Context: an optimization exercise on an open-source flow, tuned for small area, a short achievable clock period and few clock cycles per item. The choices shown serve that exercise and are no tape-out recipe.
Where RTL was checked, it was by simulation tests only, not by an equivalence proof against the original.
For runs 1 and 2, only the layout was checked, not whether the RTL still works.

==> flow/design.v <==
module bsm_xfade (
    input  wire        clk,
    input  wire        rst,
    input  wire        cmd_valid,
    output wire        cmd_ready,
    input  wire [11:0] cmd_len,
    input  wire        in_valid,
    output wire        in_ready,
    input  wire [15:0] in_dst,
    input  wire [15:0] in_src,
    output wire        out_valid,
    input  wire        out_ready,
    output wire [15:0] out_data
);
    localparam F   = 29;              
    localparam CT  = 14;            
    localparam K   = 4;               
    localparam W   = F + 16 - CT;     
    reg        active;    
    reg [11:0] left;      
    reg        first;     
    reg        rdy_r;     
    reg [1:0]  nf;        
    reg        vA;        
    reg [10:0] dv;        
    reg [11:0] pr;        
    reg [F:0]  q;         
    reg [3:0]  dcnt;      
    reg        dfirst;    
    reg [F-1:0] x;        
    reg [10:0]  r;        
    reg         rc;       
    wire cmd_fire = cmd_valid && !active;
    wire in_fire  = in_valid && rdy_r;
    wire pop      = out_ready && (nf != 2'd0);
    assign cmd_ready = !active;
    assign in_ready  = rdy_r;
    reg [11:0] dr [0:K];
    reg [K-1:0] qb;
    reg [11:0] tw;
    integer j;
    always @* begin
        dr[0] = pr;
        for (j = 0; j < K; j = j + 1) begin
            tw = {dr[j][10:0], dfirst && (j == 2)};
            dr[j+1]   = dr[j][11] ? tw + {1'b0, dv} : tw - {1'b0, dv};
            qb[K-1-j] = !dr[j+1][11];
        end
    end
    wire [10:0]  rr  = pr[11] ? pr[10:0] + dv : pr[10:0];     
    wire [11:0]  rmd = {1'b0, rr} - {1'b0, dv};               
    wire [11:0]  rn  = {1'b0, r} + (rc ? rmd : {1'b0, rr});
    wire [12:0]  rt  = {rn[11], rn} + {rmd[11], rmd};         
    wire [F+1:0] xs  = {2'b0, x} + {1'b0, q} + {{(F+1){1'b0}}, rc};
    wire [F-1:0] xn  = (xs[F+1:F] != 2'b00) ? {F{1'b1}} : xs[F-1:0];
    reg [16:0] dlA;
    reg [15:0] sA;
    wire [W-1:0] ra, rb;
    xf_mul u_mul (.dl(dlA), .x(x), .s(sA), .ra(ra), .rb(rb));
    wire [W-1:0] y   = ra + rb;
    wire [15:0]  hi  = y[W-1:W-16];
    wire         zi  = (y[W-17:W-27] == 11'd0);
    wire [15:0]  res = hi + {15'd0, hi[15] & ~zi};
    reg [15:0] e0, e1, e2;
    assign out_valid = (nf != 2'd0);
    assign out_data  = e0;
    wire [1:0] nf_pop = nf - {1'b0, pop};
    wire [1:0] nf_nx  = nf_pop + {1'b0, vA};
    always @(posedge clk) begin
        if (pop) begin
            e0 <= e1;
            e1 <= e2;
        end
        if (vA) begin
            case (nf_pop)
                2'd0: e0 <= res;
                2'd1: e1 <= res;
                default: e2 <= res;
            endcase
        end
        dlA <= {in_dst[15], in_dst} - {in_src[15], in_src};
        sA  <= in_src;
        if (dcnt != 4'd0) begin
            dcnt <= dcnt - 4'd1;
            pr   <= dr[K];
            q    <= {q[F-K:0], qb};
        end
        dfirst <= 1'b0;
        if (cmd_fire) begin
            dv <= cmd_len[10:0] - 11'd1;
            q  <= {(F+1){1'b0}};
            if (cmd_len > 12'd1024) begin
                dcnt <= 4'd5; pr <= 12'd512;
            end else if (cmd_len > 12'd64) begin
                dcnt <= 4'd6; pr <= 12'd32;
            end else if (cmd_len > 12'd4) begin
                dcnt <= 4'd7; pr <= 12'd2;
            end else begin
                dcnt <= 4'd8; pr <= 12'd0; dfirst <= 1'b1;
            end
        end
        if (in_fire) begin
            if (first) begin
                x  <= {F{1'b0}};
                r  <= 11'd0;
                rc <= 1'b0;
            end else begin
                x  <= xn;
                r  <= rn[10:0];
                rc <= !rt[12];
            end
        end
        if (rst) begin
            active <= 1'b0;
            left   <= 12'd0;
            first  <= 1'b0;
            rdy_r  <= 1'b0;
            nf     <= 2'd0;
            vA     <= 1'b0;
            dcnt   <= 4'd0;
        end else begin
            nf <= nf_nx;
            vA <= in_fire;
            if (cmd_fire) begin
                active <= (cmd_len != 12'd0);
                left   <= cmd_len;
                first  <= 1'b1;
                rdy_r  <= (cmd_len != 12'd0) && (nf_nx != 2'd3);
            end else begin
                if (in_fire) begin
                    left   <= left - 12'd1;
                    first  <= 1'b0;
                    active <= (left != 12'd1);
                end
                rdy_r <= active && !(in_fire && left == 12'd1)
                         && ((first && !in_fire) || (dcnt == 4'd0) || (dcnt == 4'd1))
                         && ({1'b0, nf_nx} + {2'b0, in_fire} < 3'd3);
            end
        end
    end
endmodule
module xf_mul (
    input  wire [16:0] dl,
    input  wire [28:0] x,
    input  wire [15:0] s,
    output wire [44:14] ra,
    output wire [44:14] rb
);
    wire [17:-1] db = {dl[16], dl, 1'b0};
    wire [29:-1] xe = {1'b0, x, 1'b0};
    wire one0 = db[0] ^ db[-1];
    wire two0 = (db[1] & ~db[0] & ~db[-1]) | (~db[1] & db[0] & db[-1]);
    wire neg0 = db[1] & ~(db[0] & db[-1]);
    wire nneg0 = ~neg0;
    wire p0_14 = ((one0 & xe[14]) | (two0 & xe[13])) ^ neg0;
    wire p0_15 = ((one0 & xe[15]) | (two0 & xe[14])) ^ neg0;
    wire p0_16 = ((one0 & xe[16]) | (two0 & xe[15])) ^ neg0;
    wire p0_17 = ((one0 & xe[17]) | (two0 & xe[16])) ^ neg0;
    wire p0_18 = ((one0 & xe[18]) | (two0 & xe[17])) ^ neg0;
    wire p0_19 = ((one0 & xe[19]) | (two0 & xe[18])) ^ neg0;
    wire p0_20 = ((one0 & xe[20]) | (two0 & xe[19])) ^ neg0;
    wire p0_21 = ((one0 & xe[21]) | (two0 & xe[20])) ^ neg0;
    wire p0_22 = ((one0 & xe[22]) | (two0 & xe[21])) ^ neg0;
    wire p0_23 = ((one0 & xe[23]) | (two0 & xe[22])) ^ neg0;
    wire p0_24 = ((one0 & xe[24]) | (two0 & xe[23])) ^ neg0;
    wire p0_25 = ((one0 & xe[25]) | (two0 & xe[24])) ^ neg0;
    wire p0_26 = ((one0 & xe[26]) | (two0 & xe[25])) ^ neg0;
    wire p0_27 = ((one0 & xe[27]) | (two0 & xe[26])) ^ neg0;
    wire p0_28 = ((one0 & xe[28]) | (two0 & xe[27])) ^ neg0;
    wire p0_29 = ((one0 & xe[29]) | (two0 & xe[28])) ^ neg0;
    wire one1 = db[2] ^ db[1];
    wire two1 = (db[3] & ~db[2] & ~db[1]) | (~db[3] & db[2] & db[1]);
    wire neg1 = db[3] & ~(db[2] & db[1]);
    wire nneg1 = ~neg1;
    wire p1_12 = ((one1 & xe[12]) | (two1 & xe[11])) ^ neg1;
    wire p1_13 = ((one1 & xe[13]) | (two1 & xe[12])) ^ neg1;
    wire p1_14 = ((one1 & xe[14]) | (two1 & xe[13])) ^ neg1;
    wire p1_15 = ((one1 & xe[15]) | (two1 & xe[14])) ^ neg1;
    wire p1_16 = ((one1 & xe[16]) | (two1 & xe[15])) ^ neg1;
    wire p1_17 = ((one1 & xe[17]) | (two1 & xe[16])) ^ neg1;
    wire p1_18 = ((one1 & xe[18]) | (two1 & xe[17])) ^ neg1;
    wire p1_19 = ((one1 & xe[19]) | (two1 & xe[18])) ^ neg1;
    wire p1_20 = ((one1 & xe[20]) | (two1 & xe[19])) ^ neg1;
    wire p1_21 = ((one1 & xe[21]) | (two1 & xe[20])) ^ neg1;
    wire p1_22 = ((one1 & xe[22]) | (two1 & xe[21])) ^ neg1;
    wire p1_23 = ((one1 & xe[23]) | (two1 & xe[22])) ^ neg1;
    wire p1_24 = ((one1 & xe[24]) | (two1 & xe[23])) ^ neg1;
    wire p1_25 = ((one1 & xe[25]) | (two1 & xe[24])) ^ neg1;
    wire p1_26 = ((one1 & xe[26]) | (two1 & xe[25])) ^ neg1;
    wire p1_27 = ((one1 & xe[27]) | (two1 & xe[26])) ^ neg1;
    wire p1_28 = ((one1 & xe[28]) | (two1 & xe[27])) ^ neg1;
    wire p1_29 = ((one1 & xe[29]) | (two1 & xe[28])) ^ neg1;
    wire one2 = db[4] ^ db[3];
    wire two2 = (db[5] & ~db[4] & ~db[3]) | (~db[5] & db[4] & db[3]);
    wire neg2 = db[5] & ~(db[4] & db[3]);
    wire nneg2 = ~neg2;
    wire p2_10 = ((one2 & xe[10]) | (two2 & xe[9])) ^ neg2;
    wire p2_11 = ((one2 & xe[11]) | (two2 & xe[10])) ^ neg2;
    wire p2_12 = ((one2 & xe[12]) | (two2 & xe[11])) ^ neg2;
    wire p2_13 = ((one2 & xe[13]) | (two2 & xe[12])) ^ neg2;
    wire p2_14 = ((one2 & xe[14]) | (two2 & xe[13])) ^ neg2;
    wire p2_15 = ((one2 & xe[15]) | (two2 & xe[14])) ^ neg2;
    wire p2_16 = ((one2 & xe[16]) | (two2 & xe[15])) ^ neg2;
    wire p2_17 = ((one2 & xe[17]) | (two2 & xe[16])) ^ neg2;
    wire p2_18 = ((one2 & xe[18]) | (two2 & xe[17])) ^ neg2;
    wire p2_19 = ((one2 & xe[19]) | (two2 & xe[18])) ^ neg2;
    wire p2_20 = ((one2 & xe[20]) | (two2 & xe[19])) ^ neg2;
    wire p2_21 = ((one2 & xe[21]) | (two2 & xe[20])) ^ neg2;
    wire p2_22 = ((one2 & xe[22]) | (two2 & xe[21])) ^ neg2;
    wire p2_23 = ((one2 & xe[23]) | (two2 & xe[22])) ^ neg2;
    wire p2_24 = ((one2 & xe[24]) | (two2 & xe[23])) ^ neg2;
    wire p2_25 = ((one2 & xe[25]) | (two2 & xe[24])) ^ neg2;
    wire p2_26 = ((one2 & xe[26]) | (two2 & xe[25])) ^ neg2;
    wire p2_27 = ((one2 & xe[27]) | (two2 & xe[26])) ^ neg2;
    wire p2_28 = ((one2 & xe[28]) | (two2 & xe[27])) ^ neg2;
    wire p2_29 = ((one2 & xe[29]) | (two2 & xe[28])) ^ neg2;
    wire one3 = db[6] ^ db[5];
    wire two3 = (db[7] & ~db[6] & ~db[5]) | (~db[7] & db[6] & db[5]);
    wire neg3 = db[7] & ~(db[6] & db[5]);
    wire nneg3 = ~neg3;
    wire p3_8 = ((one3 & xe[8]) | (two3 & xe[7])) ^ neg3;
    wire p3_9 = ((one3 & xe[9]) | (two3 & xe[8])) ^ neg3;
    wire p3_10 = ((one3 & xe[10]) | (two3 & xe[9])) ^ neg3;
    wire p3_11 = ((one3 & xe[11]) | (two3 & xe[10])) ^ neg3;
    wire p3_12 = ((one3 & xe[12]) | (two3 & xe[11])) ^ neg3;
    wire p3_13 = ((one3 & xe[13]) | (two3 & xe[12])) ^ neg3;
    wire p3_14 = ((one3 & xe[14]) | (two3 & xe[13])) ^ neg3;
    wire p3_15 = ((one3 & xe[15]) | (two3 & xe[14])) ^ neg3;
    wire p3_16 = ((one3 & xe[16]) | (two3 & xe[15])) ^ neg3;
    wire p3_17 = ((one3 & xe[17]) | (two3 & xe[16])) ^ neg3;
    wire p3_18 = ((one3 & xe[18]) | (two3 & xe[17])) ^ neg3;
    wire p3_19 = ((one3 & xe[19]) | (two3 & xe[18])) ^ neg3;
    wire p3_20 = ((one3 & xe[20]) | (two3 & xe[19])) ^ neg3;
    wire p3_21 = ((one3 & xe[21]) | (two3 & xe[20])) ^ neg3;
    wire p3_22 = ((one3 & xe[22]) | (two3 & xe[21])) ^ neg3;
    wire p3_23 = ((one3 & xe[23]) | (two3 & xe[22])) ^ neg3;
    wire p3_24 = ((one3 & xe[24]) | (two3 & xe[23])) ^ neg3;
    wire p3_25 = ((one3 & xe[25]) | (two3 & xe[24])) ^ neg3;
    wire p3_26 = ((one3 & xe[26]) | (two3 & xe[25])) ^ neg3;
    wire p3_27 = ((one3 & xe[27]) | (two3 & xe[26])) ^ neg3;
    wire p3_28 = ((one3 & xe[28]) | (two3 & xe[27])) ^ neg3;
    wire p3_29 = ((one3 & xe[29]) | (two3 & xe[28])) ^ neg3;
    wire one4 = db[8] ^ db[7];
    wire two4 = (db[9] & ~db[8] & ~db[7]) | (~db[9] & db[8] & db[7]);
    wire neg4 = db[9] & ~(db[8] & db[7]);
    wire nneg4 = ~neg4;
    wire p4_6 = ((one4 & xe[6]) | (two4 & xe[5])) ^ neg4;
    wire p4_7 = ((one4 & xe[7]) | (two4 & xe[6])) ^ neg4;
    wire p4_8 = ((one4 & xe[8]) | (two4 & xe[7])) ^ neg4;
    wire p4_9 = ((one4 & xe[9]) | (two4 & xe[8])) ^ neg4;
    wire p4_10 = ((one4 & xe[10]) | (two4 & xe[9])) ^ neg4;
    wire p4_11 = ((one4 & xe[11]) | (two4 & xe[10])) ^ neg4;
    wire p4_12 = ((one4 & xe[12]) | (two4 & xe[11])) ^ neg4;
    wire p4_13 = ((one4 & xe[13]) | (two4 & xe[12])) ^ neg4;
    wire p4_14 = ((one4 & xe[14]) | (two4 & xe[13])) ^ neg4;
    wire p4_15 = ((one4 & xe[15]) | (two4 & xe[14])) ^ neg4;
    wire p4_16 = ((one4 & xe[16]) | (two4 & xe[15])) ^ neg4;
    wire p4_17 = ((one4 & xe[17]) | (two4 & xe[16])) ^ neg4;
    wire p4_18 = ((one4 & xe[18]) | (two4 & xe[17])) ^ neg4;
    wire p4_19 = ((one4 & xe[19]) | (two4 & xe[18])) ^ neg4;
    wire p4_20 = ((one4 & xe[20]) | (two4 & xe[19])) ^ neg4;
    wire p4_21 = ((one4 & xe[21]) | (two4 & xe[20])) ^ neg4;
    wire p4_22 = ((one4 & xe[22]) | (two4 & xe[21])) ^ neg4;
    wire p4_23 = ((one4 & xe[23]) | (two4 & xe[22])) ^ neg4;
    wire p4_24 = ((one4 & xe[24]) | (two4 & xe[23])) ^ neg4;
    wire p4_25 = ((one4 & xe[25]) | (two4 & xe[24])) ^ neg4;
    wire p4_26 = ((one4 & xe[26]) | (two4 & xe[25])) ^ neg4;
    wire p4_27 = ((one4 & xe[27]) | (two4 & xe[26])) ^ neg4;
    wire p4_28 = ((one4 & xe[28]) | (two4 & xe[27])) ^ neg4;
    wire p4_29 = ((one4 & xe[29]) | (two4 & xe[28])) ^ neg4;
    wire one5 = db[10] ^ db[9];
    wire two5 = (db[11] & ~db[10] & ~db[9]) | (~db[11] & db[10] & db[9]);
    wire neg5 = db[11] & ~(db[10] & db[9]);
    wire nneg5 = ~neg5;
    wire p5_4 = ((one5 & xe[4]) | (two5 & xe[3])) ^ neg5;
    wire p5_5 = ((one5 & xe[5]) | (two5 & xe[4])) ^ neg5;
    wire p5_6 = ((one5 & xe[6]) | (two5 & xe[5])) ^ neg5;
    wire p5_7 = ((one5 & xe[7]) | (two5 & xe[6])) ^ neg5;
    wire p5_8 = ((one5 & xe[8]) | (two5 & xe[7])) ^ neg5;
    wire p5_9 = ((one5 & xe[9]) | (two5 & xe[8])) ^ neg5;
    wire p5_10 = ((one5 & xe[10]) | (two5 & xe[9])) ^ neg5;
    wire p5_11 = ((one5 & xe[11]) | (two5 & xe[10])) ^ neg5;
    wire p5_12 = ((one5 & xe[12]) | (two5 & xe[11])) ^ neg5;
    wire p5_13 = ((one5 & xe[13]) | (two5 & xe[12])) ^ neg5;
    wire p5_14 = ((one5 & xe[14]) | (two5 & xe[13])) ^ neg5;
    wire p5_15 = ((one5 & xe[15]) | (two5 & xe[14])) ^ neg5;
    wire p5_16 = ((one5 & xe[16]) | (two5 & xe[15])) ^ neg5;
    wire p5_17 = ((one5 & xe[17]) | (two5 & xe[16])) ^ neg5;
    wire p5_18 = ((one5 & xe[18]) | (two5 & xe[17])) ^ neg5;
    wire p5_19 = ((one5 & xe[19]) | (two5 & xe[18])) ^ neg5;
    wire p5_20 = ((one5 & xe[20]) | (two5 & xe[19])) ^ neg5;
    wire p5_21 = ((one5 & xe[21]) | (two5 & xe[20])) ^ neg5;
    wire p5_22 = ((one5 & xe[22]) | (two5 & xe[21])) ^ neg5;
    wire p5_23 = ((one5 & xe[23]) | (two5 & xe[22])) ^ neg5;
    wire p5_24 = ((one5 & xe[24]) | (two5 & xe[23])) ^ neg5;
    wire p5_25 = ((one5 & xe[25]) | (two5 & xe[24])) ^ neg5;
    wire p5_26 = ((one5 & xe[26]) | (two5 & xe[25])) ^ neg5;
    wire p5_27 = ((one5 & xe[27]) | (two5 & xe[26])) ^ neg5;
    wire p5_28 = ((one5 & xe[28]) | (two5 & xe[27])) ^ neg5;
    wire p5_29 = ((one5 & xe[29]) | (two5 & xe[28])) ^ neg5;
    wire one6 = db[12] ^ db[11];
    wire two6 = (db[13] & ~db[12] & ~db[11]) | (~db[13] & db[12] & db[11]);
    wire neg6 = db[13] & ~(db[12] & db[11]);
    wire nneg6 = ~neg6;
    wire p6_2 = ((one6 & xe[2]) | (two6 & xe[1])) ^ neg6;
    wire p6_3 = ((one6 & xe[3]) | (two6 & xe[2])) ^ neg6;
    wire p6_4 = ((one6 & xe[4]) | (two6 & xe[3])) ^ neg6;
    wire p6_5 = ((one6 & xe[5]) | (two6 & xe[4])) ^ neg6;
    wire p6_6 = ((one6 & xe[6]) | (two6 & xe[5])) ^ neg6;
    wire p6_7 = ((one6 & xe[7]) | (two6 & xe[6])) ^ neg6;
    wire p6_8 = ((one6 & xe[8]) | (two6 & xe[7])) ^ neg6;
    wire p6_9 = ((one6 & xe[9]) | (two6 & xe[8])) ^ neg6;
    wire p6_10 = ((one6 & xe[10]) | (two6 & xe[9])) ^ neg6;
    wire p6_11 = ((one6 & xe[11]) | (two6 & xe[10])) ^ neg6;
    wire p6_12 = ((one6 & xe[12]) | (two6 & xe[11])) ^ neg6;
    wire p6_13 = ((one6 & xe[13]) | (two6 & xe[12])) ^ neg6;
    wire p6_14 = ((one6 & xe[14]) | (two6 & xe[13])) ^ neg6;
    wire p6_15 = ((one6 & xe[15]) | (two6 & xe[14])) ^ neg6;
    wire p6_16 = ((one6 & xe[16]) | (two6 & xe[15])) ^ neg6;
    wire p6_17 = ((one6 & xe[17]) | (two6 & xe[16])) ^ neg6;
    wire p6_18 = ((one6 & xe[18]) | (two6 & xe[17])) ^ neg6;
    wire p6_19 = ((one6 & xe[19]) | (two6 & xe[18])) ^ neg6;
    wire p6_20 = ((one6 & xe[20]) | (two6 & xe[19])) ^ neg6;
    wire p6_21 = ((one6 & xe[21]) | (two6 & xe[20])) ^ neg6;
    wire p6_22 = ((one6 & xe[22]) | (two6 & xe[21])) ^ neg6;
    wire p6_23 = ((one6 & xe[23]) | (two6 & xe[22])) ^ neg6;
    wire p6_24 = ((one6 & xe[24]) | (two6 & xe[23])) ^ neg6;
    wire p6_25 = ((one6 & xe[25]) | (two6 & xe[24])) ^ neg6;
    wire p6_26 = ((one6 & xe[26]) | (two6 & xe[25])) ^ neg6;
    wire p6_27 = ((one6 & xe[27]) | (two6 & xe[26])) ^ neg6;
    wire p6_28 = ((one6 & xe[28]) | (two6 & xe[27])) ^ neg6;
    wire p6_29 = ((one6 & xe[29]) | (two6 & xe[28])) ^ neg6;
    wire one7 = db[14] ^ db[13];
    wire two7 = (db[15] & ~db[14] & ~db[13]) | (~db[15] & db[14] & db[13]);
    wire neg7 = db[15] & ~(db[14] & db[13]);
    wire nneg7 = ~neg7;
    wire p7_0 = ((one7 & xe[0]) | (two7 & xe[-1])) ^ neg7;
    wire p7_1 = ((one7 & xe[1]) | (two7 & xe[0])) ^ neg7;
    wire p7_2 = ((one7 & xe[2]) | (two7 & xe[1])) ^ neg7;
    wire p7_3 = ((one7 & xe[3]) | (two7 & xe[2])) ^ neg7;
    wire p7_4 = ((one7 & xe[4]) | (two7 & xe[3])) ^ neg7;
    wire p7_5 = ((one7 & xe[5]) | (two7 & xe[4])) ^ neg7;
    wire p7_6 = ((one7 & xe[6]) | (two7 & xe[5])) ^ neg7;
    wire p7_7 = ((one7 & xe[7]) | (two7 & xe[6])) ^ neg7;
    wire p7_8 = ((one7 & xe[8]) | (two7 & xe[7])) ^ neg7;
    wire p7_9 = ((one7 & xe[9]) | (two7 & xe[8])) ^ neg7;
    wire p7_10 = ((one7 & xe[10]) | (two7 & xe[9])) ^ neg7;
    wire p7_11 = ((one7 & xe[11]) | (two7 & xe[10])) ^ neg7;
    wire p7_12 = ((one7 & xe[12]) | (two7 & xe[11])) ^ neg7;
    wire p7_13 = ((one7 & xe[13]) | (two7 & xe[12])) ^ neg7;
    wire p7_14 = ((one7 & xe[14]) | (two7 & xe[13])) ^ neg7;
    wire p7_15 = ((one7 & xe[15]) | (two7 & xe[14])) ^ neg7;
    wire p7_16 = ((one7 & xe[16]) | (two7 & xe[15])) ^ neg7;
    wire p7_17 = ((one7 & xe[17]) | (two7 & xe[16])) ^ neg7;
    wire p7_18 = ((one7 & xe[18]) | (two7 & xe[17])) ^ neg7;
    wire p7_19 = ((one7 & xe[19]) | (two7 & xe[18])) ^ neg7;
    wire p7_20 = ((one7 & xe[20]) | (two7 & xe[19])) ^ neg7;
    wire p7_21 = ((one7 & xe[21]) | (two7 & xe[20])) ^ neg7;
    wire p7_22 = ((one7 & xe[22]) | (two7 & xe[21])) ^ neg7;
    wire p7_23 = ((one7 & xe[23]) | (two7 & xe[22])) ^ neg7;
    wire p7_24 = ((one7 & xe[24]) | (two7 & xe[23])) ^ neg7;
    wire p7_25 = ((one7 & xe[25]) | (two7 & xe[24])) ^ neg7;
    wire p7_26 = ((one7 & xe[26]) | (two7 & xe[25])) ^ neg7;
    wire p7_27 = ((one7 & xe[27]) | (two7 & xe[26])) ^ neg7;
    wire p7_28 = ((one7 & xe[28]) | (two7 & xe[27])) ^ neg7;
    wire p7_29 = ((one7 & xe[29]) | (two7 & xe[28])) ^ neg7;
    wire one8 = db[16] ^ db[15];
    wire two8 = (db[17] & ~db[16] & ~db[15]) | (~db[17] & db[16] & db[15]);
    wire neg8 = db[17] & ~(db[16] & db[15]);
    wire nneg8 = ~neg8;
    wire p8_0 = ((one8 & xe[0]) | (two8 & xe[-1])) ^ neg8;
    wire p8_1 = ((one8 & xe[1]) | (two8 & xe[0])) ^ neg8;
    wire p8_2 = ((one8 & xe[2]) | (two8 & xe[1])) ^ neg8;
    wire p8_3 = ((one8 & xe[3]) | (two8 & xe[2])) ^ neg8;
    wire p8_4 = ((one8 & xe[4]) | (two8 & xe[3])) ^ neg8;
    wire p8_5 = ((one8 & xe[5]) | (two8 & xe[4])) ^ neg8;
    wire p8_6 = ((one8 & xe[6]) | (two8 & xe[5])) ^ neg8;
    wire p8_7 = ((one8 & xe[7]) | (two8 & xe[6])) ^ neg8;
    wire p8_8 = ((one8 & xe[8]) | (two8 & xe[7])) ^ neg8;
    wire p8_9 = ((one8 & xe[9]) | (two8 & xe[8])) ^ neg8;
    wire p8_10 = ((one8 & xe[10]) | (two8 & xe[9])) ^ neg8;
    wire p8_11 = ((one8 & xe[11]) | (two8 & xe[10])) ^ neg8;
    wire p8_12 = ((one8 & xe[12]) | (two8 & xe[11])) ^ neg8;
    wire p8_13 = ((one8 & xe[13]) | (two8 & xe[12])) ^ neg8;
    wire p8_14 = ((one8 & xe[14]) | (two8 & xe[13])) ^ neg8;
    wire p8_15 = ((one8 & xe[15]) | (two8 & xe[14])) ^ neg8;
    wire p8_16 = ((one8 & xe[16]) | (two8 & xe[15])) ^ neg8;
    wire p8_17 = ((one8 & xe[17]) | (two8 & xe[16])) ^ neg8;
    wire p8_18 = ((one8 & xe[18]) | (two8 & xe[17])) ^ neg8;
    wire p8_19 = ((one8 & xe[19]) | (two8 & xe[18])) ^ neg8;
    wire p8_20 = ((one8 & xe[20]) | (two8 & xe[19])) ^ neg8;
    wire p8_21 = ((one8 & xe[21]) | (two8 & xe[20])) ^ neg8;
    wire p8_22 = ((one8 & xe[22]) | (two8 & xe[21])) ^ neg8;
    wire p8_23 = ((one8 & xe[23]) | (two8 & xe[22])) ^ neg8;
    wire p8_24 = ((one8 & xe[24]) | (two8 & xe[23])) ^ neg8;
    wire p8_25 = ((one8 & xe[25]) | (two8 & xe[24])) ^ neg8;
    wire p8_26 = ((one8 & xe[26]) | (two8 & xe[25])) ^ neg8;
    wire p8_27 = ((one8 & xe[27]) | (two8 & xe[26])) ^ neg8;
    wire p8_28 = ((one8 & xe[28]) | (two8 & xe[27])) ^ neg8;
    wire s1, c2;
    assign {c2, s1} = p0_14 + p1_12;
    wire s3, c4;
    assign {c4, s3} = p0_15 + p1_13;
    wire s5, c6;
    assign {c6, s5} = p0_16 + p1_14 + p2_12;
    wire s7, c8;
    assign {c8, s7} = p0_17 + p1_15 + p2_13;
    wire s9, c10;
    assign {c10, s9} = p0_18 + p1_16;
    wire s11, c12;
    assign {c12, s11} = p0_19 + p1_17;
    wire s13, c14;
    assign {c14, s13} = p0_20 + p1_18;
    wire s15, c16;
    assign {c16, s15} = p0_21 + p1_19;
    wire s17, c18;
    assign {c18, s17} = p0_22 + p1_20;
    wire s19, c20;
    assign {c20, s19} = p0_23 + p1_21;
    wire s21, c22;
    assign {c22, s21} = p0_24 + p1_22;
    wire s23, c24;
    assign {c24, s23} = p0_25 + p1_23;
    wire s25, c26;
    assign {c26, s25} = p0_26 + p1_24;
    wire s27, c28;
    assign {c28, s27} = p0_27 + p1_25;
    wire s29, c30;
    assign {c30, s29} = p0_28 + p1_26;
    wire s31, c32;
    assign {c32, s31} = p0_29 + p1_27 + p2_25;
    wire s33, c34;
    assign {c34, s33} = nneg0 + p1_28 + p2_26;
    wire s35, c36;
    assign {c36, s35} = p3_24 + p4_22;
    wire s37, c38;
    assign {c38, s37} = p1_29 + p2_27 + p3_25;
    wire s39, c40;
    assign {c40, s39} = p4_23 + p5_21;
    wire s41, c42;
    assign {c42, s41} = nneg1 + p2_28 + p3_26;
    wire s43, c44;
    assign {c44, s43} = p2_29 + p3_27;
    wire s45, c46;
    assign {c46, s45} = s1 + p2_10 + p3_8;
    wire s47, c48;
    assign {c48, s47} = p4_6 + p5_4;
    wire s49, c50;
    assign {c50, s49} = c2 + s3 + p2_11;
    wire s51, c52;
    assign {c52, s51} = p3_9 + p4_7 + p5_5;
    wire s53, c54;
    assign {c54, s53} = p6_3 + p7_1;
    wire s55, c56;
    assign {c56, s55} = c4 + s5 + p3_10;
    wire s57, c58;
    assign {c58, s57} = p4_8 + p5_6 + p6_4;
    wire s59, c60;
    assign {c60, s59} = p7_2 + p8_0 + neg8;
    wire s61, c62;
    assign {c62, s61} = c6 + s7 + p3_11;
    wire s63, c64;
    assign {c64, s63} = p4_9 + p5_7 + p6_5;
    wire s65, c66;
    assign {c66, s65} = p7_3 + p8_1 + 1'b1;
    wire s67, c68;
    assign {c68, s67} = c8 + s9 + p2_14;
    wire s69, c70;
    assign {c70, s69} = p3_12 + p4_10 + p5_8;
    wire s71, c72;
    assign {c72, s71} = p6_6 + p7_4 + p8_2;
    wire s73, c74;
    assign {c74, s73} = c10 + s11 + p2_15;
    wire s75, c76;
    assign {c76, s75} = p3_13 + p4_11 + p5_9;
    wire s77, c78;
    assign {c78, s77} = p6_7 + p7_5 + p8_3;
    wire s79, c80;
    assign {c80, s79} = c12 + s13 + p2_16;
    wire s81, c82;
    assign {c82, s81} = p3_14 + p4_12 + p5_10;
    wire s83, c84;
    assign {c84, s83} = p6_8 + p7_6 + p8_4;
    wire s85, c86;
    assign {c86, s85} = c14 + s15 + p2_17;
    wire s87, c88;
    assign {c88, s87} = p3_15 + p4_13 + p5_11;
    wire s89, c90;
    assign {c90, s89} = p6_9 + p7_7 + p8_5;
    wire s91, c92;
    assign {c92, s91} = c16 + s17 + p2_18;
    wire s93, c94;
    assign {c94, s93} = p3_16 + p4_14 + p5_12;
    wire s95, c96;
    assign {c96, s95} = p6_10 + p7_8 + p8_6;
    wire s97, c98;
    assign {c98, s97} = c18 + s19 + p2_19;
    wire s99, c100;
    assign {c100, s99} = p3_17 + p4_15 + p5_13;
    wire s101, c102;
    assign {c102, s101} = p6_11 + p7_9 + p8_7;
    wire s103, c104;
    assign {c104, s103} = c20 + s21 + p2_20;
    wire s105, c106;
    assign {c106, s105} = p3_18 + p4_16 + p5_14;
    wire s107, c108;
    assign {c108, s107} = p6_12 + p7_10 + p8_8;
    wire s109, c110;
    assign {c110, s109} = c22 + s23 + p2_21;
    wire s111, c112;
    assign {c112, s111} = p3_19 + p4_17 + p5_15;
    wire s113, c114;
    assign {c114, s113} = p6_13 + p7_11 + p8_9;
    wire s115, c116;
    assign {c116, s115} = c24 + s25 + p2_22;
    wire s117, c118;
    assign {c118, s117} = p3_20 + p4_18 + p5_16;
    wire s119, c120;
    assign {c120, s119} = p6_14 + p7_12 + p8_10;
    wire s121, c122;
    assign {c122, s121} = c26 + s27 + p2_23;
    wire s123, c124;
    assign {c124, s123} = p3_21 + p4_19 + p5_17;
    wire s125, c126;
    assign {c126, s125} = p6_15 + p7_13 + p8_11;
    wire s127, c128;
    assign {c128, s127} = c28 + s29 + p2_24;
    wire s129, c130;
    assign {c130, s129} = p3_22 + p4_20 + p5_18;
    wire s131, c132;
    assign {c132, s131} = p6_16 + p7_14 + p8_12;
    wire s133, c134;
    assign {c134, s133} = c30 + s31 + p3_23;
    wire s135, c136;
    assign {c136, s135} = p4_21 + p5_19 + p6_17;
    wire s137, c138;
    assign {c138, s137} = p7_15 + p8_13 + s[0];
    wire s139, c140;
    assign {c140, s139} = c32 + s33 + s35;
    wire s141, c142;
    assign {c142, s141} = p5_20 + p6_18 + p7_16;
    wire s143, c144;
    assign {c144, s143} = p8_14 + s[1] + 1'b1;
    wire s145, c146;
    assign {c146, s145} = c34 + c36 + s37;
    wire s147, c148;
    assign {c148, s147} = s39 + p6_19 + p7_17;
    wire s149, c150;
    assign {c150, s149} = p8_15 + s[2] + 1'b1;
    wire s151, c152;
    assign {c152, s151} = c38 + c40 + s41;
    wire s153, c154;
    assign {c154, s153} = p4_24 + p5_22 + p6_20;
    wire s155, c156;
    assign {c156, s155} = p7_18 + p8_16 + s[3];
    wire s157, c158;
    assign {c158, s157} = c42 + s43 + p4_25;
    wire s159, c160;
    assign {c160, s159} = p5_23 + p6_21 + p7_19;
    wire s161, c162;
    assign {c162, s161} = p8_17 + s[4] + 1'b1;
    wire s163, c164;
    assign {c164, s163} = c44 + nneg2 + p3_28;
    wire s165, c166;
    assign {c166, s165} = p4_26 + p5_24 + p6_22;
    wire s167, c168;
    assign {c168, s167} = p7_20 + p8_18 + s[5];
    wire s169, c170;
    assign {c170, s169} = p3_29 + p4_27 + p5_25;
    wire s171, c172;
    assign {c172, s171} = p6_23 + p7_21 + p8_19;
    wire s173, c174;
    assign {c174, s173} = s[6] + 1'b1;
    wire s175, c176;
    assign {c176, s175} = nneg3 + p4_28 + p5_26;
    wire s177, c178;
    assign {c178, s177} = p6_24 + p7_22 + p8_20;
    wire s179, c180;
    assign {c180, s179} = p4_29 + p5_27 + p6_25;
    wire s181, c182;
    assign {c182, s181} = p7_23 + p8_21;
    wire s183, c184;
    assign {c184, s183} = nneg4 + p5_28 + p6_26;
    wire s185, c186;
    assign {c186, s185} = p5_29 + p6_27;
    wire s187, c188;
    assign {c188, s187} = s45 + s47 + p6_2;
    wire s189, c190;
    assign {c190, s189} = c46 + c48 + s49;
    wire s191, c192;
    assign {c192, s191} = s51 + s53;
    wire s193, c194;
    assign {c194, s193} = c50 + c52 + c54;
    wire s195, c196;
    assign {c196, s195} = s55 + s57 + s59;
    wire s197, c198;
    assign {c198, s197} = c56 + c58 + c60;
    wire s199, c200;
    assign {c200, s199} = s61 + s63 + s65;
    wire s201, c202;
    assign {c202, s201} = c62 + c64 + c66;
    wire s203, c204;
    assign {c204, s203} = s67 + s69 + s71;
    wire s205, c206;
    assign {c206, s205} = c68 + c70 + c72;
    wire s207, c208;
    assign {c208, s207} = s73 + s75 + s77;
    wire s209, c210;
    assign {c210, s209} = c74 + c76 + c78;
    wire s211, c212;
    assign {c212, s211} = s79 + s81 + s83;
    wire s213, c214;
    assign {c214, s213} = c80 + c82 + c84;
    wire s215, c216;
    assign {c216, s215} = s85 + s87 + s89;
    wire s217, c218;
    assign {c218, s217} = c86 + c88 + c90;
    wire s219, c220;
    assign {c220, s219} = s91 + s93 + s95;
    wire s221, c222;
    assign {c222, s221} = c92 + c94 + c96;
    wire s223, c224;
    assign {c224, s223} = s97 + s99 + s101;
    wire s225, c226;
    assign {c226, s225} = c98 + c100 + c102;
    wire s227, c228;
    assign {c228, s227} = s103 + s105 + s107;
    wire s229, c230;
    assign {c230, s229} = c104 + c106 + c108;
    wire s231, c232;
    assign {c232, s231} = s109 + s111 + s113;
    wire s233, c234;
    assign {c234, s233} = c110 + c112 + c114;
    wire s235, c236;
    assign {c236, s235} = s115 + s117 + s119;
    wire s237, c238;
    assign {c238, s237} = c116 + c118 + c120;
    wire s239, c240;
    assign {c240, s239} = s121 + s123 + s125;
    wire s241, c242;
    assign {c242, s241} = c122 + c124 + c126;
    wire s243, c244;
    assign {c244, s243} = s127 + s129 + s131;
    wire s245, c246;
    assign {c246, s245} = c128 + c130 + c132;
    wire s247, c248;
    assign {c248, s247} = s133 + s135 + s137;
    wire s249, c250;
    assign {c250, s249} = c134 + c136 + c138;
    wire s251, c252;
    assign {c252, s251} = s139 + s141 + s143;
    wire s253, c254;
    assign {c254, s253} = c140 + c142 + c144;
    wire s255, c256;
    assign {c256, s255} = s145 + s147 + s149;
    wire s257, c258;
    assign {c258, s257} = c146 + c148 + c150;
    wire s259, c260;
    assign {c260, s259} = s151 + s153 + s155;
    wire s261, c262;
    assign {c262, s261} = c152 + c154 + c156;
    wire s263, c264;
    assign {c264, s263} = s157 + s159 + s161;
    wire s265, c266;
    assign {c266, s265} = c158 + c160 + c162;
    wire s267, c268;
    assign {c268, s267} = s163 + s165 + s167;
    wire s269, c270;
    assign {c270, s269} = c164 + c166 + c168;
    wire s271, c272;
    assign {c272, s271} = s169 + s171 + s173;
    wire s273, c274;
    assign {c274, s273} = c170 + c172 + c174;
    wire s275, c276;
    assign {c276, s275} = s175 + s177 + s[7];
    wire s277, c278;
    assign {c278, s277} = c176 + c178 + s179;
    wire s279, c280;
    assign {c280, s279} = s181 + s[8] + 1'b1;
    wire s281, c282;
    assign {c282, s281} = c180 + c182 + s183;
    wire s283, c284;
    assign {c284, s283} = p7_24 + p8_22 + s[9];
    wire s285, c286;
    assign {c286, s285} = c184 + s185 + p7_25;
    wire s287, c288;
    assign {c288, s287} = p8_23 + s[10] + 1'b1;
    wire s289, c290;
    assign {c290, s289} = c186 + nneg5 + p6_28;
    wire s291, c292;
    assign {c292, s291} = p7_26 + p8_24 + s[11];
    wire s293, c294;
    assign {c294, s293} = p6_29 + p7_27 + p8_25;
    wire s295, c296;
    assign {c296, s295} = s[12] + 1'b1;
    wire s297, c298;
    assign {c298, s297} = nneg6 + p7_28 + p8_26;
    wire s299, c300;
    assign {c300, s299} = p7_29 + p8_27;
    wire s301, c302;
    assign {c302, s301} = s187 + p7_0;
    wire s303, c304;
    assign {c304, s303} = c188 + s189 + s191;
    wire s305, c306;
    assign {c306, s305} = c190 + c192 + s193;
    wire s307, c308;
    assign {c308, s307} = c194 + c196 + s197;
    wire s309, c310;
    assign {c310, s309} = c198 + c200 + s201;
    wire s311, c312;
    assign {c312, s311} = c202 + c204 + s205;
    wire s313, c314;
    assign {c314, s313} = c206 + c208 + s209;
    wire s315, c316;
    assign {c316, s315} = c210 + c212 + s213;
    wire s317, c318;
    assign {c318, s317} = c214 + c216 + s217;
    wire s319, c320;
    assign {c320, s319} = c218 + c220 + s221;
    wire s321, c322;
    assign {c322, s321} = c222 + c224 + s225;
    wire s323, c324;
    assign {c324, s323} = c226 + c228 + s229;
    wire s325, c326;
    assign {c326, s325} = c230 + c232 + s233;
    wire s327, c328;
    assign {c328, s327} = c234 + c236 + s237;
    wire s329, c330;
    assign {c330, s329} = c238 + c240 + s241;
    wire s331, c332;
    assign {c332, s331} = c242 + c244 + s245;
    wire s333, c334;
    assign {c334, s333} = c246 + c248 + s249;
    wire s335, c336;
    assign {c336, s335} = c250 + c252 + s253;
    wire s337, c338;
    assign {c338, s337} = c254 + c256 + s257;
    wire s339, c340;
    assign {c340, s339} = c258 + c260 + s261;
    wire s341, c342;
    assign {c342, s341} = c262 + c264 + s265;
    wire s343, c344;
    assign {c344, s343} = c266 + c268 + s269;
    wire s345, c346;
    assign {c346, s345} = c270 + c272 + s273;
    wire s347, c348;
    assign {c348, s347} = c274 + c276 + s277;
    wire s349, c350;
    assign {c350, s349} = c278 + c280 + s281;
    wire s351, c352;
    assign {c352, s351} = c282 + c284 + s285;
    wire s353, c354;
    assign {c354, s353} = c286 + c288 + s289;
    wire s355, c356;
    assign {c356, s355} = c290 + c292 + s293;
    wire s357, c358;
    assign {c358, s357} = c294 + c296 + s297;
    wire s359, c360;
    assign {c360, s359} = c298 + s299 + s[14];
    wire s361, c362;
    assign {c362, s361} = c300 + nneg7 + p8_28;
    wire s363, c364;
    assign {c364, s363} = s301 + neg7;
    wire s365, c366;
    assign {c366, s365} = c302 + s303 + 1'b1;
    wire s367, c368;
    assign {c368, s367} = c304 + s305 + s195;
    wire s369, c370;
    assign {c370, s369} = c306 + s307 + s199;
    wire s371, c372;
    assign {c372, s371} = c308 + s309 + s203;
    wire s373, c374;
    assign {c374, s373} = c310 + s311 + s207;
    wire s375, c376;
    assign {c376, s375} = c312 + s313 + s211;
    wire s377, c378;
    assign {c378, s377} = c314 + s315 + s215;
    wire s379, c380;
    assign {c380, s379} = c316 + s317 + s219;
    wire s381, c382;
    assign {c382, s381} = c318 + s319 + s223;
    wire s383, c384;
    assign {c384, s383} = c320 + s321 + s227;
    wire s385, c386;
    assign {c386, s385} = c322 + s323 + s231;
    wire s387, c388;
    assign {c388, s387} = c324 + s325 + s235;
    wire s389, c390;
    assign {c390, s389} = c326 + s327 + s239;
    wire s391, c392;
    assign {c392, s391} = c328 + s329 + s243;
    wire s393, c394;
    assign {c394, s393} = c330 + s331 + s247;
    wire s395, c396;
    assign {c396, s395} = c332 + s333 + s251;
    wire s397, c398;
    assign {c398, s397} = c334 + s335 + s255;
    wire s399, c400;
    assign {c400, s399} = c336 + s337 + s259;
    wire s401, c402;
    assign {c402, s401} = c338 + s339 + s263;
    wire s403, c404;
    assign {c404, s403} = c340 + s341 + s267;
    wire s405, c406;
    assign {c406, s405} = c342 + s343 + s271;
    wire s407, c408;
    assign {c408, s407} = c344 + s345 + s275;
    wire s409, c410;
    assign {c410, s409} = c346 + s347 + s279;
    wire s411, c412;
    assign {c412, s411} = c348 + s349 + s283;
    wire s413, c414;
    assign {c414, s413} = c350 + s351 + s287;
    wire s415, c416;
    assign {c416, s415} = c352 + s353 + s291;
    wire s417, c418;
    assign {c418, s417} = c354 + s355 + s295;
    wire s419, c420;
    assign {c420, s419} = c356 + s357 + s[13];
    wire s421, c422;
    assign {c422, s421} = c358 + s359 + 1'b1;
    wire s423, c424;
    assign {c424, s423} = c360 + s361 + s[15];
    wire [44:0] rA = {c422, c420, c418, c416, c414, c412, c410, c408, c406, c404, c402, c400, c398, c396, c394, c392, c390, c388, c386, c384, c382, c380, c378, c376, c374, c372, c370, c368, c366, c364, s363, 1'b0, 1'b0, 1'b0, 1'b0, 1'b0, 1'b0, 1'b0, 1'b0, 1'b0, 1'b0, 1'b0, 1'b0, 1'b0, 1'b0};
    wire [44:0] rB = {s423, s421, s419, s417, s415, s413, s411, s409, s407, s405, s403, s401, s399, s397, s395, s393, s391, s389, s387, s385, s383, s381, s379, s377, s375, s373, s371, s369, s367, s365, 1'b1, 1'b0, 1'b0, 1'b0, 1'b0, 1'b0, 1'b0, 1'b0, 1'b0, 1'b0, 1'b0, 1'b0, 1'b0, 1'b0, 1'b0};
    assign ra = rA[44:14];
    assign rb = rB[44:14];
endmodule
==> flow/run.sh <==
#!/bin/bash
# synth_recipe.tcl (not shown) runs the flow's synth.tcl, then flattens the netlist and writes it again
# the make line also repeats each setting of config.mk as NAME=value (left out here)
make -C /OpenROAD-flow-scripts/flow DESIGN_CONFIG=/design/flow/config.mk WORK_HOME=/design/flow/orfs CLKGATE_MAP_FILE= SYNTH_SCRIPT=/design/flow/synth_recipe.tcl finish
==> flow/config.mk <==
export PLATFORM = sky130hd
export DESIGN_NAME = bsm_xfade
export DESIGN_NICKNAME = bsm_xfade
export VERILOG_FILES = /design/flow/design.v
export SDC_FILE = /design/flow/constraint.sdc
export NUM_CORES = 4
export LEC_CHECK = 0
export ABC_CLOCK_PERIOD_IN_PS = 5000
export CAP_MARGIN = 20
export CORE_MARGIN = 2
export CORE_UTILIZATION = 40
export PLACE_DENSITY = 0.6
export SETUP_SLACK_MARGIN = 5
export SLEW_MARGIN = 20
==> flow/constraint.sdc <==
create_clock -name core_clock -period 10.0 [get_ports {clk}]
set_input_delay 2.0000 -clock core_clock [delete_from_list [all_inputs] [get_ports {clk}]]
set_output_delay 2.0000 -clock core_clock [all_outputs]
set_load 0.01 [all_outputs]
==> flow_metrics.tcl, run 1 <==
set metrics [dict create \
    status "timing/DRC/antenna clean" \
    yosysSeqAreaShare_pct 19.5 \
    yosys-mux-area-fraction_pct 2.77 \
    cts-root-buf "clkbuf_16" \
    drt.antenna.violating_nets 0 \
    use_met3_pct 4.37 \
    dieArea_mm2 0.0632 \
    grt_pass1_wl_um 117000 \
    startpoint_type "register" \
    synth-simple-area-share_pct 11.6 \
    rsz0062_at_grt "true" \
    routed_wl_um 75300 \
    grt_pass1_vias 21630 \
    clock_path_buffers 2 \
    relSlewSlack_pct 25.2 \
    cts_buffers 17 \
    numClockSinks 198 \
    row_count 90 \
    nets 3458 \
    portBuffers 67 \
    synth_edf_count 80 \
    die_y_um 251 \
    synth_top_family_by_area "adder cells" \
    reg2reg_slack_ns 2.08 \
    synth_ff_type "dfxtp_1" \
    drive_above_1_share_pct 21.8 \
    fin_worst_skew_ns 0.0222 \
    routedWlPerCell_um 19.9 \
    yosysTopAreaCell "fa_1" \
    criticalPathCategory "reg2reg" \
    grtUsageMet1_pct 31.3 \
    grt_max_degree 57 \
    syn_inst 2772 \
    critPathSlowestCell "fa_2" \
    synth_top_area_share_pct 15.2 \
    drc 0 \
    critPathCaptureType "register" \
    synthesis.nets 3248 \
    finish.instance_area_mm2 0.0303 \
    synth_area_mm2 0.0245 \
    worstPathMaxFanout 7 \
    dp_cells 3504 \
    fin_crit_sh_pct 79.2 \
    yosysWarningCount 2 \
    fmax_mhz 126 \
    crit_required_ns 10.22 \
    final_cell_mix "244 x inv_1, 221 x buf_4, 195 x ha_1, 178 x xor2_1, 172 x a21oi_1" \
    postCtsHoldBufs 0 \
    antenna_found_initial 1 \
    n_antenna_cell 0 \
    synth_compound_area_share_pct 19.0 \
    drt_iter0_markers 1595 \
    synthAdderAreaFrac_pct 27.5 \
    setup_viol 0 \
    met2_usage_pct 38.1 \
    start_util_pct 40.5 \
    hold_class "reg2reg" \
    area_growth_pct 23.9 \
    place_area_mm2 0.0261 \
    grt_usage_pct 23.4 \
    cts_tree "built" \
    stdcell_count 3777 \
    critPathArrivalTime_ns 8.14 \
    worstMarginPinSlew_ns 1.12 \
    place_congestion 0.904 \
    num_vias 21425 \
    die_w_um 251 \
    clkLatencyLatePin_ns 0.51 \
    cpPeakStageDelay_ns 0.59 \
    utilization_pct 50.2 \
    clkTransAtPathRegs_ns 0.08 \
    cts.htree.levels 4 \
    finalCriticalPeriod_ns 7.92 \
    postSynth.asyncResetShare_pct 0 \
    synth_xor_area_share_pct 13.0 \
    synth.avg_cell_area_um2 8.83 \
    grt.busiest_layer "met2" \
    final_common_cell "inv_1" \
    first_pass_iters 6 \
    yosysUniqueCellTypes 82 \
    synthTopCellsByArea "fa_1 15%, ha_1 12%, edfxtp_1 9.8%" \
    ys_ff_latch 198 \
    ioPinCount 68 \
    finalSetupTns_ns 0 \
    coreArea_mm2 0.0605 \
    hold_viol_final 0 \
    maxCapViolCount 0 \
    gr-total-overflow 0 \
    vias_per_cell 5.67 \
    final_max_slew_viol_count 0 \
    hpwlAfterDp_um 52100 \
]
## worst max-delay path: cells and delay by family (launching register included)
kind,cells,cell delay (ns)
adders and majority gates,6,2.37
AOI/OAI and AO/OA,9,1.94
buffers and inverters,6,0.55
and+or+nand+nor,7,1.96
DFF,1,0.38
xor gates and xnor gates,3,0.41
## what timing repair did
action / 4_1_cts / 5_1_grt
setup endpoints to repair: 91 / 94
gates cloned: 4 / 2
gates resized for setup: 276 / 120
pin swaps: 114 / 67
setup buffers: 203 / 31
## layer usage
layer / wire (µm) / share of wire, %
met1: 33000 / 44
met2: 34800 / 46
met3: 5500 / 7.3
met4: 2090 / 2.8
met5: 0 / 0
## cells in the mapped netlist, types with 31 or more instances
cell	instances
a21o_1	50
a21oi_1	203
a22oi_1	162
clkbuf_1	124
dfxtp_1	118
edfxtp_1	80
fa_1	186
ha_1	241
inv_1	270
mux2i_1	51
nand2_1	166
nor2_1	168
nor2b_1	57
nor3_1	42
o21a_1	32
o21ai_0	83
o21bai_1	31
xnor2_1	167
xor2_1	190
## cell type report
cell class	count	area (µm²)
Clock buffer	17	425
Clock inverter	15	200
Fill cell	5432	30100
Inverter	272	1060
Multi-Input combinational cell	2151	19800
Sequential cell	198	4800
Tap cell	782	978
Timing Repair Buffer	342	3060
## flip-flops by register name, indices dropped and copies added (netlist names)
register and cells:
x 29, nf 2, pr 12, rc 1, r 11, e0 16
left 12, vA 1, first 1, e2 16, e1 16, active 1
rdy_r 1, dlA 17, dfirst 1, dv 11, dcnt 4, q 30
sA 16
## per-stage QoR
stage	hold WS, ns	setup slack, ns
3_3_place_gp	0.447	1.22
6_report	0.464	2.08
2_1_floorplan	0.436	2.21
3_5_place_dp	0.455	1.05
4_1_cts	0.467	2.36
5_1_grt	0.490	1.84
## cells by family (layout without fill, tap and decap cells)
group | count (synthesis) | after routing
flops | 198 | 198
mux | 66 | 66
buf+inv | 426 | 646
simple gates | 591 | 592
xor+xnor | 360 | 360
compound gates | 704 | 706
fa+ha+maj | 427 | 427
## path summary, 6_finish.rpt
check,from,cells after the start,endpoint
max,dlA[15],31,e2[15]
max reg2reg,dlA[15],31,e2[15]
min reg2reg,q[0],2,q[4]
min,q[0],2,q[4]
==> inputs of run 2 (changes only) <==
--- a/flow/design.v
+++ b/flow/design.v
@@ -20,8 +20,10 @@
     reg [11:0] left;      
     reg        first;     
     reg        rdy_r;     
-    reg [1:0]  nf;        
-    reg        vA;        
+    reg [2:0]  cnt;       
+    reg        ne;        
+    reg [1:0]  wp, rp;    
+    reg        vA, vB;    
     reg [10:0] dv;        
     reg [11:0] pr;        
     reg [F:0]  q;         
@@ -32,7 +34,7 @@
     reg         rc;       
     wire cmd_fire = cmd_valid && !active;
     wire in_fire  = in_valid && rdy_r;
-    wire pop      = out_ready && (nf != 2'd0);
+    wire pop      = out_ready && ne;
     assign cmd_ready = !active;
     assign in_ready  = rdy_r;
     reg [11:0] dr [0:K];
@@ -57,27 +59,20 @@
     reg [15:0] sA;
     wire [W-1:0] ra, rb;
     xf_mul u_mul (.dl(dlA), .x(x), .s(sA), .ra(ra), .rb(rb));
-    wire [W-1:0] y   = ra + rb;
+    reg [W-1:0] raB, rbB;
+    wire [W-1:0] y   = raB + rbB;
     wire [15:0]  hi  = y[W-1:W-16];
     wire         zi  = (y[W-17:W-27] == 11'd0);
     wire [15:0]  res = hi + {15'd0, hi[15] & ~zi};
-    reg [15:0] e0, e1, e2;
-    assign out_valid = (nf != 2'd0);
-    assign out_data  = e0;
-    wire [1:0] nf_pop = nf - {1'b0, pop};
-    wire [1:0] nf_nx  = nf_pop + {1'b0, vA};
+    reg [15:0] mem [0:3];
+    assign out_valid = ne;
+    assign out_data  = mem[rp];
+    wire [2:0] cnt_nx = cnt - {2'b0, pop} + {2'b0, vB};
     always @(posedge clk) begin
-        if (pop) begin
-            e0 <= e1;
-            e1 <= e2;
-        end
-        if (vA) begin
-            case (nf_pop)
-                2'd0: e0 <= res;
-                2'd1: e1 <= res;
-                default: e2 <= res;
-            endcase
-        end
+        if (vB)
+            mem[wp] <= res;
+        raB <= ra;
+        rbB <= rb;
         dlA <= {in_dst[15], in_dst} - {in_src[15], in_src};
         sA  <= in_src;
         if (dcnt != 4'd0) begin
@@ -115,17 +110,26 @@
             left   <= 12'd0;
             first  <= 1'b0;
             rdy_r  <= 1'b0;
-            nf     <= 2'd0;
+            cnt    <= 3'd0;
+            ne     <= 1'b0;
+            wp     <= 2'd0;
+            rp     <= 2'd0;
             vA     <= 1'b0;
+            vB     <= 1'b0;
             dcnt   <= 4'd0;
         end else begin
-            nf <= nf_nx;
+            cnt <= cnt_nx;
+            ne  <= (cnt_nx != 3'd0);
+            if (vB) wp <= wp + 2'd1;
+            if (pop) rp <= rp + 2'd1;
             vA <= in_fire;
+            vB <= vA;
             if (cmd_fire) begin
                 active <= (cmd_len != 12'd0);
                 left   <= cmd_len;
                 first  <= 1'b1;
-                rdy_r  <= (cmd_len != 12'd0) && (nf_nx != 2'd3);
+                rdy_r  <= (cmd_len != 12'd0)
+                          && ({1'b0, cnt_nx} + {3'b0, vA} < 4'd4);
             end else begin
                 if (in_fire) begin
                     left   <= left - 12'd1;
@@ -134,7 +138,7 @@
                 end
                 rdy_r <= active && !(in_fire && left == 12'd1)
                          && ((first && !in_fire) || (dcnt == 4'd0) || (dcnt == 4'd1))
-                         && ({1'b0, nf_nx} + {2'b0, in_fire} < 3'd3);
+                         && ({1'b0, cnt_nx} + {3'b0, vA} + {3'b0, in_fire} < 4'd4);
             end
         end
     end
==> flow_metrics.tcl, run 2 <==
set metrics [dict create \
    final_cell_mix "298 x inv_1, 226 x ha_1, 200 x xnor2_1, 184 x fa_1, 171 x xor2_1" \
    finalCriticalPeriod_ns 6.87 \
    grt_max_degree 56 \
    post-place-ws_ns 2.48 \
    reg2reg_slack_ns 3.13 \
    ys_ff_latch 284 \
    startpoint_type "register" \
    die_w_um 261 \
    cts.htree.levels 2 \
    start_util_pct 40.3 \
    criticalPathCategory "reg2reg" \
    die_y_um 261 \
    hold_class "reg2reg" \
    numClockSinks 284 \
    cts_tree "built" \
    yosysWarningCount 2 \
    hold_viol_final 0 \
    final_max_slew_viol_count 0 \
    grt_usage_pct 20.0 \
    clock_path_buffers 3 \
    drive_above_1_share_pct 11.9 \
    clkTransAtPathRegs_ns 0.06 \
    cts-root-buf "clkbuf_16" \
    critPathCaptureType "register" \
    antenna_found_initial 0 \
    synth_edf_count 128 \
    area_growth_pct 14.8 \
    rsz0062_at_grt "true" \
    num_vias 20356 \
    top_regs "mem: 64 flops, raB: 31 flops" \
    vias_per_cell 5.46 \
    gr-total-overflow 0 \
    dieArea_mm2 0.0680 \
    whs_ns 0.468 \
    critPathArrivalTime_ns 7.18 \
    routed_wl_um 68600 \
    ioPinCount 68 \
    critPathSlowestCell "edfxtp_1" \
    reg2reg_depth 31 \
    synth_area_mm2 0.0264 \
    syn_inst 2781 \
    postCtsHoldBufs 0 \
    routedWlPerCell_um 18.4 \
    cpPeakStageDelay_ns 0.51 \
    synth.avg_cell_area_um2 9.49 \
    relSlewSlack_pct 28.7 \
    largest_register_ffs 64 \
    ys_top_cells_by_count "305 x inv_1, 245 x ha_1, 208 x xnor2_1" \
    hpwlAfterDp_um 48900 \
    row_count 94 \
    synthTopCellsByArea "edfxtp_1 15%, fa_1 14%, dfxtp_1 12%" \
    first_pass_iters 6 \
    nets 3318 \
    synth_top_area_share_pct 14.6 \
    yosysSeqAreaShare_pct 26.4 \
    fin_worst_skew_ns 0.0367 \
    final_common_cell "inv_1" \
    worstMarginPinSlew_ns 1.07 \
    place_congestion 0.904 \
    synth_ff_type "dfxtp_1" \
    setup_viol 0 \
    postSynth.asyncResetShare_pct 0 \
    setup_ws_ns 3.13 \
    cts_buffers 35 \
    fillers 6059 \
    drt_iter0_markers 1536 \
    clkLatencyLatePin_ns 0.57 \
    n_antenna_cell 0 \
    drc 0 \
    synth.most_common_cell "inv_1" \
    maxCapViolCount 0 \
    grt_pass1_vias 20828 \
    synthesis.nets 3262 \
    yosysUniqueCellTypes 74 \
    status "timing/DRC/antenna clean" \
    yosysTopAreaCell "edfxtp_1" \
    finalSetupTns_ns 0 \
    fin_crit_sh_pct 68.7 \
    fmax_mhz 146 \
    regMostFlops "mem" \
    worstPathMaxFanout 5 \
    crit_required_ns 10.31 \
    coreArea_mm2 0.0655 \
    grt_pass1_wl_um 110000 \
    portBuffers 67 \
    drt.antenna.violating_nets 0 \
    hold_depth 2 \
]
-- run 2: cell count changes after synthesis, moves of 32 or more --
cell / change
a21oi_1: -46
dfxtp_1: +38
edfxtp_1: +48
inv_1: +35
mux2i_1: -32
xnor2_1: +41
-- run 2: final timing paths --
check	from	end
worst max register to register	dv[1]	pr[11]
worst min-delay path	q[28]	q[28]
worst max-delay path	dv[1]	pr[11]
worst min register to register	q[28]	q[28]
-- run 2: kinds of logic (layout without fill, tap and decap cells) --
family          after synthesis  in the layout  synth area share (%)
xor+xnor                    382            382                  12.7
simple gates                526            527                  9.44
flops                       284            284                  26.4
mux                          51             51                  2.77
compound gates              649            650                  16.3
buf+inv                     456            536                  6.56
fa+ha+maj                   433            433                  25.8
-- run 2: per-layer routing --
metal / up-vias / track usage, % / wire length (µm) / share of wire [%]
met5: - / 0 / 0 / 0
met4: 0 / 5.35 / 1590 / 2.3
met3: 119 / 2.95 / 3740 / 5.5
met2: 553 / 32.9 / 32100 / 47
met1: 10035 / 27.3 / 31100 / 45
li1: 9649 / - / - / -
-- run 2: area by class of cell --
| type | instances | area, µm² | area share, % |
|---|---|---|---|
| Timing Repair Buffer | 162 | 1430 | 4.72 |
| Inverter | 311 | 1180 | 3.89 |
| Clock buffer | 46 | 968 | 3.20 |
| Tap cell | 864 | 1080 | 3.57 |
| Clock inverter | 17 | 168 | 0.553 |
| Multi-Input combinational cell | 2043 | 18500 | 61.1 |
| Sequential cell | 284 | 6970 | 23.0 |
-- run 2: timing repair --
item                                    CTS  global route
endpoints found under the setup margin   65            83
setup buffers                            49            22
pin swaps                                60            59
cloned                                    0             2
gates resized for setup                  56            92
-- run 2: worst max-delay path: cells and delay by family (launching register included) --
kind	cells	cell delay [ns]
AND/OR/NAND/NOR	7	1.35
XOR/XNOR	4	0.89
multiplexers	1	0.08
buffers and inverters	3	0.47
AO/OA/AOI/OAI	13	2.28
flip-flops	1	0.51
adder cells (fa/ha/maj)	3	1.05
-- run 2: stage by stage --
| stage | util [%] | cells | instance area [µm²] |
|---|---|---|---|
| finish | 46.2 | 3727 | 30300 |
| global route | 46.2 | 3727 | 30300 |
| CTS | 45.3 | 3703 | 29700 |
| detailed placement | 42.6 | 3591 | 27900 |
| global placement | 42.6 | 3591 | 27900 |
| floorplan | - | 2781 | 26500 |
==> inputs of run 3 (changes only) <==
--- a/flow/design.v
+++ b/flow/design.v
@@ -14,7 +14,7 @@
 );
     localparam F   = 29;              
     localparam CT  = 14;            
-    localparam K   = 4;               
+    localparam K   = 3;               
     localparam W   = F + 16 - CT;     
     reg        active;    
     reg [11:0] left;      
@@ -44,7 +44,7 @@
     always @* begin
         dr[0] = pr;
         for (j = 0; j < K; j = j + 1) begin
-            tw = {dr[j][10:0], dfirst && (j == 2)};
+            tw = {dr[j][10:0], dfirst && (j == 0)};
             dr[j+1]   = dr[j][11] ? tw + {1'b0, dv} : tw - {1'b0, dv};
             qb[K-1-j] = !dr[j+1][11];
         end
@@ -84,14 +84,14 @@
         if (cmd_fire) begin
             dv <= cmd_len[10:0] - 11'd1;
             q  <= {(F+1){1'b0}};
-            if (cmd_len > 12'd1024) begin
-                dcnt <= 4'd5; pr <= 12'd512;
+            if (cmd_len > 12'd512) begin
+                dcnt <= 4'd7; pr <= 12'd256;
             end else if (cmd_len > 12'd64) begin
-                dcnt <= 4'd6; pr <= 12'd32;
-            end else if (cmd_len > 12'd4) begin
-                dcnt <= 4'd7; pr <= 12'd2;
+                dcnt <= 4'd8; pr <= 12'd32;
+            end else if (cmd_len > 12'd8) begin
+                dcnt <= 4'd9; pr <= 12'd4;
             end else begin
-                dcnt <= 4'd8; pr <= 12'd0; dfirst <= 1'b1;
+                dcnt <= 4'd10; pr <= 12'd0; dfirst <= 1'b1;
             end
         end
         if (in_fire) begin
--- a/flow/config.mk
+++ b/flow/config.mk
@@ -5,7 +5,7 @@
 export SDC_FILE = /design/flow/constraint.sdc
 export NUM_CORES = 4
 export LEC_CHECK = 0
-export ABC_CLOCK_PERIOD_IN_PS = 5000
+export ABC_CLOCK_PERIOD_IN_PS = 3500
 export CAP_MARGIN = 20
 export CORE_MARGIN = 2
 export CORE_UTILIZATION = 40
==> flow_metrics.tcl, run 3 <==
set metrics [dict create \
    clock_path_buffers 3 \
    rsz0062_at_grt "true" \
    finalCriticalPeriod_ns 5.10 \
    cts_tree "built" \
    portBuffers 67 \
    grt_pass1_vias 20753 \
    crit_required_ns 10.31 \
    yosysUniqueCellTypes 86 \
    clkLatencyLatePin_ns 0.56 \
    regMostFlops "mem" \
    status "timing/DRC/antenna clean" \
    largest_register_ffs 64 \
    synth.most_common_cell "inv_1" \
    place_congestion 0.874 \
    ioPinCount 68 \
    worstPathMaxFanout 6 \
    hpwlAfterDp_um 49300 \
    cts_buffers 36 \
    vias_per_cell 5.48 \
    synth_ff_type "dfxtp_1" \
    die_y_um 259 \
    final_cell_mix "290 x inv_1, 191 x ha_1, 190 x xnor2_1, 182 x fa_1, 167 x nand2_1" \
    synth_top_area_share_pct 14.7 \
    cpPeakStageDelay_ns 0.46 \
    rr_startpoint "dv[0]" \
    routedWlPerCell_um 18.4 \
    antenna_found_initial 0 \
    synthesis.nets 3226 \
    min-delay-start "q[27]" \
    cts.htree.levels 2 \
    clkTransAtPathRegs_ns 0.06 \
    postCtsHoldBufs 0 \
    grt_pass1_wl_um 109000 \
    routed_wl_um 68500 \
    finalSetupTns_ns 0 \
    crit_start "dv[0]" \
    start_util_pct 40.5 \
    syn_inst 2764 \
    fin_worst_skew_ns 0.0286 \
    grt_max_degree 56 \
    critPathCaptureType "register" \
    critPathSlowestCell "edfxtp_1" \
    setup_viol 0 \
    final_common_cell "inv_1" \
    post-place-ws_ns 4.06 \
    hold_viol_final 0 \
    drt_iter0_markers 1342 \
    ys_ff_latch 284 \
    critPathArrivalTime_ns 5.41 \
    yosysSeqAreaShare_pct 26.7 \
    criticalPathCategory "reg2reg" \
    area_growth_pct 16.9 \
    gr-total-overflow 0 \
    drc 0 \
    final_max_slew_viol_count 0 \
    top_regs "mem: 64 flops, raB: 31 flops" \
    postSynth.asyncResetShare_pct 0 \
    maxCapViolCount 0 \
    grt_usage_pct 19.9 \
    cts-root-buf "clkbuf_16" \
    worstMarginPinSlew_ns 1.12 \
    synthTopCellsByArea "edfxtp_1 15%, fa_1 14%, dfxtp_1 12%" \
    fmax_mhz 196 \
    dieArea_mm2 0.0673 \
    setup_ws_ns 4.90 \
    cp_common_cell "buf_4" \
    row_count 93 \
    n_antenna_cell 0 \
    crit_chain "buf_4 -> buf_6 -> inv_6 -> buf_4 -> a31oi_2 -> xnor2_1 -> ha_2 -> o21ai_0 -> o21ai_2 -> a31oi_4 -> xnor2_2 -> ha_4 -> and3_1 -> a21oi_2 -> nor4bb_4 -> a21oi_2 -> xnor2_2 -> buf_4 -> ha_4 -> inv_1 -> a221oi_2 -> mux2i_1 -> xnor2_1 -> and2_1" \
    drive_above_1_share_pct 13.5 \
    numClockSinks 284 \
    yosysWarningCount 2 \
    drt.antenna.violating_nets 0 \
    fin_crit_sh_pct 51.0 \
    yosysTopAreaCell "edfxtp_1" \
    synth.avg_cell_area_um2 9.44 \
    num_vias 20380 \
    synth_edf_count 128 \
    relSlewSlack_pct 25.1 \
    startpoint_type "register" \
    nets 3302 \
    coreArea_mm2 0.0645 \
    synth_area_mm2 0.0261 \
    first_pass_iters 8 \
    die_w_um 259 \
    hold_class "reg2reg" \
    ys_top_cells_by_count "300 x inv_1, 228 x ha_1, 204 x xnor2_1" \
]
[run 3: worst max-delay path, delay by kind of cell (launching register included)]
family / cells / cell delay [ns]
buf+inv: 6 / 0.67
flops: 1 / 0.46
simple gates: 3 / 0.66
mux: 1 / 0.14
fa+ha+maj: 3 / 0.93
xor+xnor: 4 / 0.79
compound gates: 7 / 1.21
[run 3: final cells by class]
class                   instances  area, µm²
multi-input cells            2031      18500
clock inverters                22        251
fillers                      5941      34000
well taps                     855       1070
inverters                     304       1150
repair buffers                183       1570
flip-flops and latches        284       6970
clock buffers                  43        990
[run 3: timing repair]
action / 4_1_cts / 5_1_grt
pin swaps: 37 / 93
resized for setup: 60 / 151
cloned: 1 / 1
hold endpoints to repair: 0 / 0
buffers inserted: 36 / 55
setup endpoints to repair: 23 / 68
[run 3: final timing paths]
check	end	slack, ns	depth (start not counted)
worst min register to register	q[27]	0.46	2
worst max-delay path	pr[11]	4.90	24
worst max register to register	pr[11]	4.90	24
worst min-delay path	q[27]	0.46	2
[run 3: layer usage]
layer | vias up | routed length (µm) | track usage, %
met5 | - | 0 | 0
met4 | 0 | 1510 | 5.73
met3 | 99 | 4460 | 3.52
met2 | 587 | 32200 | 33.1
met1 | 10024 | 30300 | 26.6
li1 | 9670 | - | -
[run 3: metrics by stage]
stage,hold slack [ns],std cells,cell area [µm²],util [%]
4_1_cts,0.462,3666,29400,45.6
2_1_floorplan,0.436,2764,26200,-
6_report,0.464,3722,30500,47.3
3_3_place_gp,0.456,3564,27500,42.7
5_1_grt,0.473,3722,30500,47.3
3_5_place_dp,0.453,3564,27600,42.7
[run 3: cells by family after synthesis]
group                      after synthesis  share of synthesized area [%]
xor gates and xnor gates               362                           12.2
DFF                                    284                           26.7
muxes                                   41                           2.38
buffers and inverters                  450                           6.57
AOI/OAI and AO/OA                      658                           16.9
and+or+nand+nor                        556                           10.2
adders and majority gates              413                           25.1
Testbench counts of run 3, summed over its fixed seeds: cycles 41,401, items 38,279.

separate check: timing with driven ports:
Ports are ideal in the flow. The routed layouts listed here were re-timed in OpenROAD. Step 1 (the two cells are an assumption about what drives the block):
set clk [get_ports {clk}]
set_driving_cell -lib_cell sky130_fd_sc_hd__clkbuf_16 $clk
set_driving_cell -lib_cell sky130_fd_sc_hd__buf_2 [delete_from_list [all_inputs] $clk]
Step 2, shift: input delay + t, output delay - t, t = (earliest + latest rising clock arrival at the registers) / 2. This alone moves slack from input paths to output paths. Slacks: ideal ports / drivers / drivers and shift; pairs: ideal ports / drivers.
run	t (ns)	setup WS [ns]	worst setup path at the end	clock arrival spread, ns	worst register clock-pin slew, ns
run 1	0.566	2.077 / 2.077 / 2.077	register to register	0.023 / 0.023	0.10 / 0.10
run 2	0.607	3.130 / 3.130 / 3.130	register to register	0.037 / 0.037	0.07 / 0.07
run 3	0.607	4.897 / 4.897 / 4.797	input to register	0.029 / 0.030	0.07 / 0.07
After both steps every run listed still meets setup and hold. The setup slack of run 3, which loses most, moves by 0.000 ns with the drivers and by -0.100 ns with both steps.
